What follows belongs to an exercise in optimizing a design on an open flow for small area, a short achievable clock period and few clock cycles per item; a production flow would make more cautious choices.
Function was checked by simulation only, so behaviour that the tests miss may differ from the original.

<file path="design/flow/design.v">
module csc_chroma (
    input  wire [7:0] u,
    input  wire [7:0] v,
    output wire [8:0] dr,
    output wire [8:0] dg,
    output wire [8:0] db
);
    wire signed [8:0] uc = $signed({1'b0, u}) - 9'sd128;
    wire signed [8:0] vc = $signed({1'b0, v}) - 9'sd128;
    wire signed [22:0] pr = vc * 23'sd11229;                
    wire signed [18:0] pb = uc * 19'sd887;                  
    wire signed [29:0] pg = -(vc * 30'sd731907) - uc * 30'sd354034;  
    assign dr = pr[21:13];
    assign db = pb[17:9];
    assign dg = pg[28:20];
endmodule
module csc_chan (
    input  wire [7:0] y,
    input  wire [8:0] d,
    output wire [7:0] q
);
    wire signed [9:0] s = $signed({2'b00, y}) + $signed({d[8], d});
    assign q = s[9] ? 8'd0 : (s[8] ? 8'd255 : s[7:0]);
endmodule
module csc_pixel (
    input  wire [7:0] y,
    input  wire [8:0] dr,
    input  wire [8:0] dg,
    input  wire [8:0] db,
    output wire [7:0] r,
    output wire [7:0] g,
    output wire [7:0] b
);
    csc_chan u_r (.y(y), .d(dr), .q(r));
    csc_chan u_g (.y(y), .d(dg), .q(g));
    csc_chan u_b (.y(y), .d(db), .q(b));
endmodule
module yuv420_block_csc (
    input  wire        clk,
    input  wire        rst,         
    input  wire        in_valid,
    output wire        in_ready,
    input  wire [31:0] in_y,        
    input  wire [7:0]  in_u,
    input  wire [7:0]  in_v,
    output wire        out_valid,
    input  wire        out_ready,
    output wire [95:0] out_rgb      
);
    reg [47:0] e0, e1;
    reg        f0, f1;              
    reg        wp, rp;              
    reg        rdy;                 
    reg        o_valid;
    reg [95:0] o_rgb;
    wire o_en  = !o_valid || out_ready;
    wire h_ful = rp ? f1 : f0;
    wire push  = in_valid && rdy;
    wire pop   = h_ful && o_en;
    assign in_ready  = rdy;
    assign out_valid = o_valid;
    assign out_rgb   = o_rgb;
    always @(posedge clk) begin
        if (!f0) e0 <= {in_v, in_u, in_y};
        if (!f1) e1 <= {in_v, in_u, in_y};
    end
    wire f0_n = (f0 && !(pop && !rp)) || (push && !wp);
    wire f1_n = (f1 && !(pop &&  rp)) || (push &&  wp);
    always @(posedge clk) begin
        if (rst) begin
            f0  <= 1'b0;
            f1  <= 1'b0;
            wp  <= 1'b0;
            rp  <= 1'b0;
            rdy <= 1'b1;
        end else begin
            f0  <= f0_n;
            f1  <= f1_n;
            wp  <= wp ^ push;
            rp  <= rp ^ pop;
            rdy <= !(f0_n && f1_n);
        end
    end
    wire [47:0] h = rp ? e1 : e0;
    wire [8:0]  dr, dg, db;
    csc_chroma u_chroma (.u(h[39:32]), .v(h[47:40]), .dr(dr), .dg(dg), .db(db));
    wire [95:0] rgb;
    genvar k;
    generate
        for (k = 0; k < 4; k = k + 1) begin : g_pix
            csc_pixel u_pix (
                .y(h[8*k +: 8]),
                .dr(dr), .dg(dg), .db(db),
                .r(rgb[24*k + 16 +: 8]),
                .g(rgb[24*k + 8  +: 8]),
                .b(rgb[24*k      +: 8])
            );
        end
    endgenerate
    always @(posedge clk) begin
        if (rst)
            o_valid <= 1'b0;
        else if (o_en)
            o_valid <= h_ful;
        if (o_en)
            o_rgb <= rgb;
    end
endmodule
</file>
<file path="design/flow/run.sh">
#!/bin/bash
# synth_recipe.tcl (not shown) runs the flow's synth.tcl, then flattens the netlist and writes it again
# the make line also repeats each setting of config.mk as NAME=value (left out here)
make -C /OpenROAD-flow-scripts/flow DESIGN_CONFIG=/design/flow/config.mk WORK_HOME=/design/flow/orfs CLKGATE_MAP_FILE= SYNTH_SCRIPT=/design/flow/synth_recipe.tcl finish
</file>
<file path="design/flow/config.mk">
export PLATFORM = sky130hd
export DESIGN_NAME = yuv420_block_csc
export DESIGN_NICKNAME = yuv420_block_csc
export VERILOG_FILES = /design/flow/design.v
export SDC_FILE = /design/flow/constraint.sdc
export NUM_CORES = 4
export LEC_CHECK = 0
export CAP_MARGIN = 20
export CORE_MARGIN = 2
export CORE_UTILIZATION = 40
export SLEW_MARGIN = 20
</file>
<file path="design/flow/constraint.sdc">
create_clock -name core_clock -period 22.0 [get_ports {clk}]
set_input_delay 4.4000 -clock core_clock [delete_from_list [all_inputs] [get_ports {clk}]]
set_output_delay 4.4000 -clock core_clock [all_outputs]
set_load 0.01 [all_outputs]
</file>
==> results.txt <==
[registers in the layout, summed over array words and instances (netlist names)]
signal	flops
e0	48
e1	48
f0	1
o_valid	1
wp	1
o_rgb	96
rdy	1
rp	1
f1	1
[stage by stage]
| step | setup slack (ns) | hold slack [ns] | instances | utilization, % |
|---|---|---|---|---|
| final | 8.721 | 0.5552 | 2715 | 46.52 |
| after global routing | 7.860 | 0.5805 | 2715 | 46.52 |
| after CTS | 8.719 | 0.5604 | 2715 | 46.52 |
| after detailed placement | 8.755 | 0.5390 | 2683 | 45.36 |
| after global placement | 9.036 | 0.5351 | 2683 | 45.36 |
| after floorplan | 9.807 | 0.4835 | 1865 | - |
[cells in the mapped netlist, drive strengths merged, types with 2 or more instances]
cell and n:
a311oi 2, ha 360, dfxtp 6, nand4 4, o31ai 3, a21oi 154, inv 367, nand2b 15
a21boi 4, nor2b 11, nand3 18, clkbuf 6, o211ai 7, and3 4, edfxtp 192, or2 6
nand3b 3, mux2 35, xor2 40, o21a 37, a221oi 3, nand2 33, mux2i 15, o21ai 58
xnor2 102, nor3 10, o21bai 25, fa 177, or3 10, and2 7, nor2 65, maj3 3
a21o 38, buf 6, a31oi 6, a31o 3, a211o 2, a211oi 13, o211a 2
[routing by layer]
layer  track usage, %  vias up
met4            5.040        0
li1                 -     6686
met5                0        -
met3            2.269       42
met1            25.04     6541
met2            35.91      258
[area by class of cell]
cell class                 count  share of cell area (%)
multi-input combinational   1288                   56.17
timing repair buffer         158                   6.666
clock buffer                  17                   1.819
inverter                     367                   5.890
clock inverter                15                  0.6901
sequential                   198                   25.17
tap                          672                   3.595
[worst max-delay path: cells and delay by family, from the launching register on]
family / cells / cell delay [ns]
AO/OA/AOI/OAI: 15 / 3.01
XOR/XNOR: 3 / 1.02
adder cells (fa/ha/maj): 13 / 5.92
buffers and inverters: 11 / 1.50
flip-flops: 1 / 0.82
multiplexers: 1 / 0.39
AND/OR/NAND/NOR: 3 / 0.31
[worst paths after layout]
path         slack [ns]                 endpoint           from  depth (start not counted)
min reg2reg        0.56            f1$_SDFF_PP0_  f1$_SDFF_PP0_                          2
min                0.56            f1$_SDFF_PP0_  f1$_SDFF_PP0_                          2
max                8.72  o_rgb[85]$_SDFFCE_PP0P_  rp$_SDFF_PP0_                         46
max reg2reg        8.72  o_rgb[85]$_SDFFCE_PP0P_  rp$_SDFF_PP0_                         46
[kinds of logic (layout without fill, tap and decap cells)]
| family | Yosys count | in the layout |
|---|---|---|
| adder cells (fa/ha/maj) | 540 | 540 |
| buffers and inverters | 379 | 557 |
| AO/OA/AOI/OAI | 365 | 365 |
| flip-flops | 198 | 198 |
| AND/OR/NAND/NOR | 190 | 190 |
| XOR/XNOR | 142 | 142 |
| multiplexers | 50 | 50 |
| other | 1 | 1 |
==> summary.md <==
| Metric | Value |
|---|---|
| First-pass GRT wire length | 79980 um |
| YS warnings | 1 |
| Fill cells | 4679 |
| Max Cap Violations | 0 |
| Longest Clk Path Bufs | 2 |
| Endpoint class of the critical path | flop |
| DRC errors left | 0 |
| Clk latency of the worst-skew pair | 0.45 ns |
| Minimum clock period | 13.28 ns |
| Routed length on met3 | 1703 um |
| Highest metal used | met4 |
| Top FF cell, synth | edfxtp_1 |
| Largest family of logic cells by synthesized area | adder cells |
| Chip height | 230.0 um |
| H-tree levels | 4 |
| CP max stage cell | dfxtp_2 |
| Most frequent cells in the layout | 364 x inv_1, 360 x ha_1, 192 x edfxtp_1 |
| Port bufs | 149 |
| Area fraction of the dominant cell type after synthesis | 28.22% |
| Status | finished clean |
| Complex-gate fraction of the synthesized area | 11.16% |
| Post-route antenna net violation count | 0 |
| DIE AREA | 52900 um^2 |
| Io pins | 150 |
| Synth area leader | edfxtp_1 |
| Post-CTS sizing | 0 |
| Unrepaired setup endpoints after global routing | no |
| TritonRoute pass-1 iters | 4 |
| Via count | 13530 |
| Largest net degree at the start of global routing | 65 |
| Postcts setup bufs | 0 |
| # clock sinks | 198 |
| EDFF count, synth | 192 |
| Mapped Area | 20430 um^2 |
| Simple-gate share of the synthesized area | 4.514% |
| DRT iter0 DRCs | 618 |
| Initial antenna violation count | 0 |
| CP most frequent cell | inv_1 |
| Yosys reg bits | 198 |
| Wire length on met1 | 22220 um |
| Design area | 23390 um^2 |
| Adder-cell share of the synthesized area | 39.54% |
| CTS clk-pin slew, worst paths | 0.07 ns |
| Max Freq | 0.07531 GHz |
| Setup TNS | 0 ns |
| N_diodes | 0 |
| Die width | 230.0 um |
| Worst endpoint data arrival time | 13.44 ns |
| CTS tree | yes |
| Most common cell after layout, fill and taps aside | inv_1 |
| Placer congestion estimate | 0.9436 |
| Max incr delay on CP | 0.82 ns |
| Site Rows | 82 |
| Final hold vios | 0 |
| Max FO, Critical Path | 28 |
| Sequential Area | 5887 um^2 |
| Hold Crit Class | reg -> reg |
| Async S/R FF share, synth | 0% |
| Core area | 50270 um^2 |
| Mux share of post-synthesis cell area | 2.726% |
| Synth Area per Inst | 10.95 um^2 |
| WL met2 | 26390 um |
| CP startpoint kind | flop |
| Relative slew slack | 32.18% |
| Vias in the first global route | 13950 |
| Post-Syn Nets | 2454 |
| Multi-input combinational cell area | 13140 um^2 |
| Slew @ Worst Pin | 1.010 ns |
| Final period util | 60.36% |
| Number of CTS-inserted buffers | 17 |
| Largest cells by area after synthesis | edfxtp_1 28%, ha_1 22%, fa_1 17% |
| Dpl cell area | 22800 um^2 |
| DP HPWL | 43160 um |
| Global route overflow | 0 |
| XOR/XNOR Fraction of Synth Area | 6.235% |
| CTS hold repair buffers | 0 |
| Final setup vio count | 0 |
| Final slew viol count | 0 |
| Critical path class | reg -> reg |
| Netlist cell types | 63 |
| Average wire per standard cell | 18.89 um |
| Nets@finish | 2619 |
| Final wirelength | 51280 um |
| Number of vias per cell | 4.982 |
| Skew final | 0.01457 ns |
| CTS root buffer | clkbuf_16 |
| Critical Path RT | 22.16 ns |
| Seq/Total Area, Yosys | 28.81% |
| Post-Synthesis Cells | 1865 |
| Overall Global Routing Usage | 19.82% |
| Initial Util | 40.63% |
| Synth-to-layout area growth | 14.49% |
| Share of layout cells above drive strength 1 | 5.140% |
Testbench counts, summed over its fixed seeds: cycles 16,016, items 16,000.

static timing again, ports no longer ideal:
Ports are ideal in the flow. The routed layout listed here was re-timed in OpenROAD.
Step 1 sets driving cells, clkbuf_16 on the clock port and buf_2 on the other inputs (assumed; they add their load-dependent delay and slew).
Step 2 moves the port delays by t, midway between the first and last clock arrival at a register: inputs arrive t later, outputs are due t later. That takes back most of the time a late clock gives input paths.
Three values: ideal, step 1, step 2; two values: the first two.
shift t [ns]: 0.498
setup WS [ns]: 8.721 / 8.721 / 8.721
cell pins on the clock port's net: 1
After both steps setup and hold are still met in this run. The setup slack of this run moves by 0.000 ns with the drivers and by 0.000 ns with both steps.
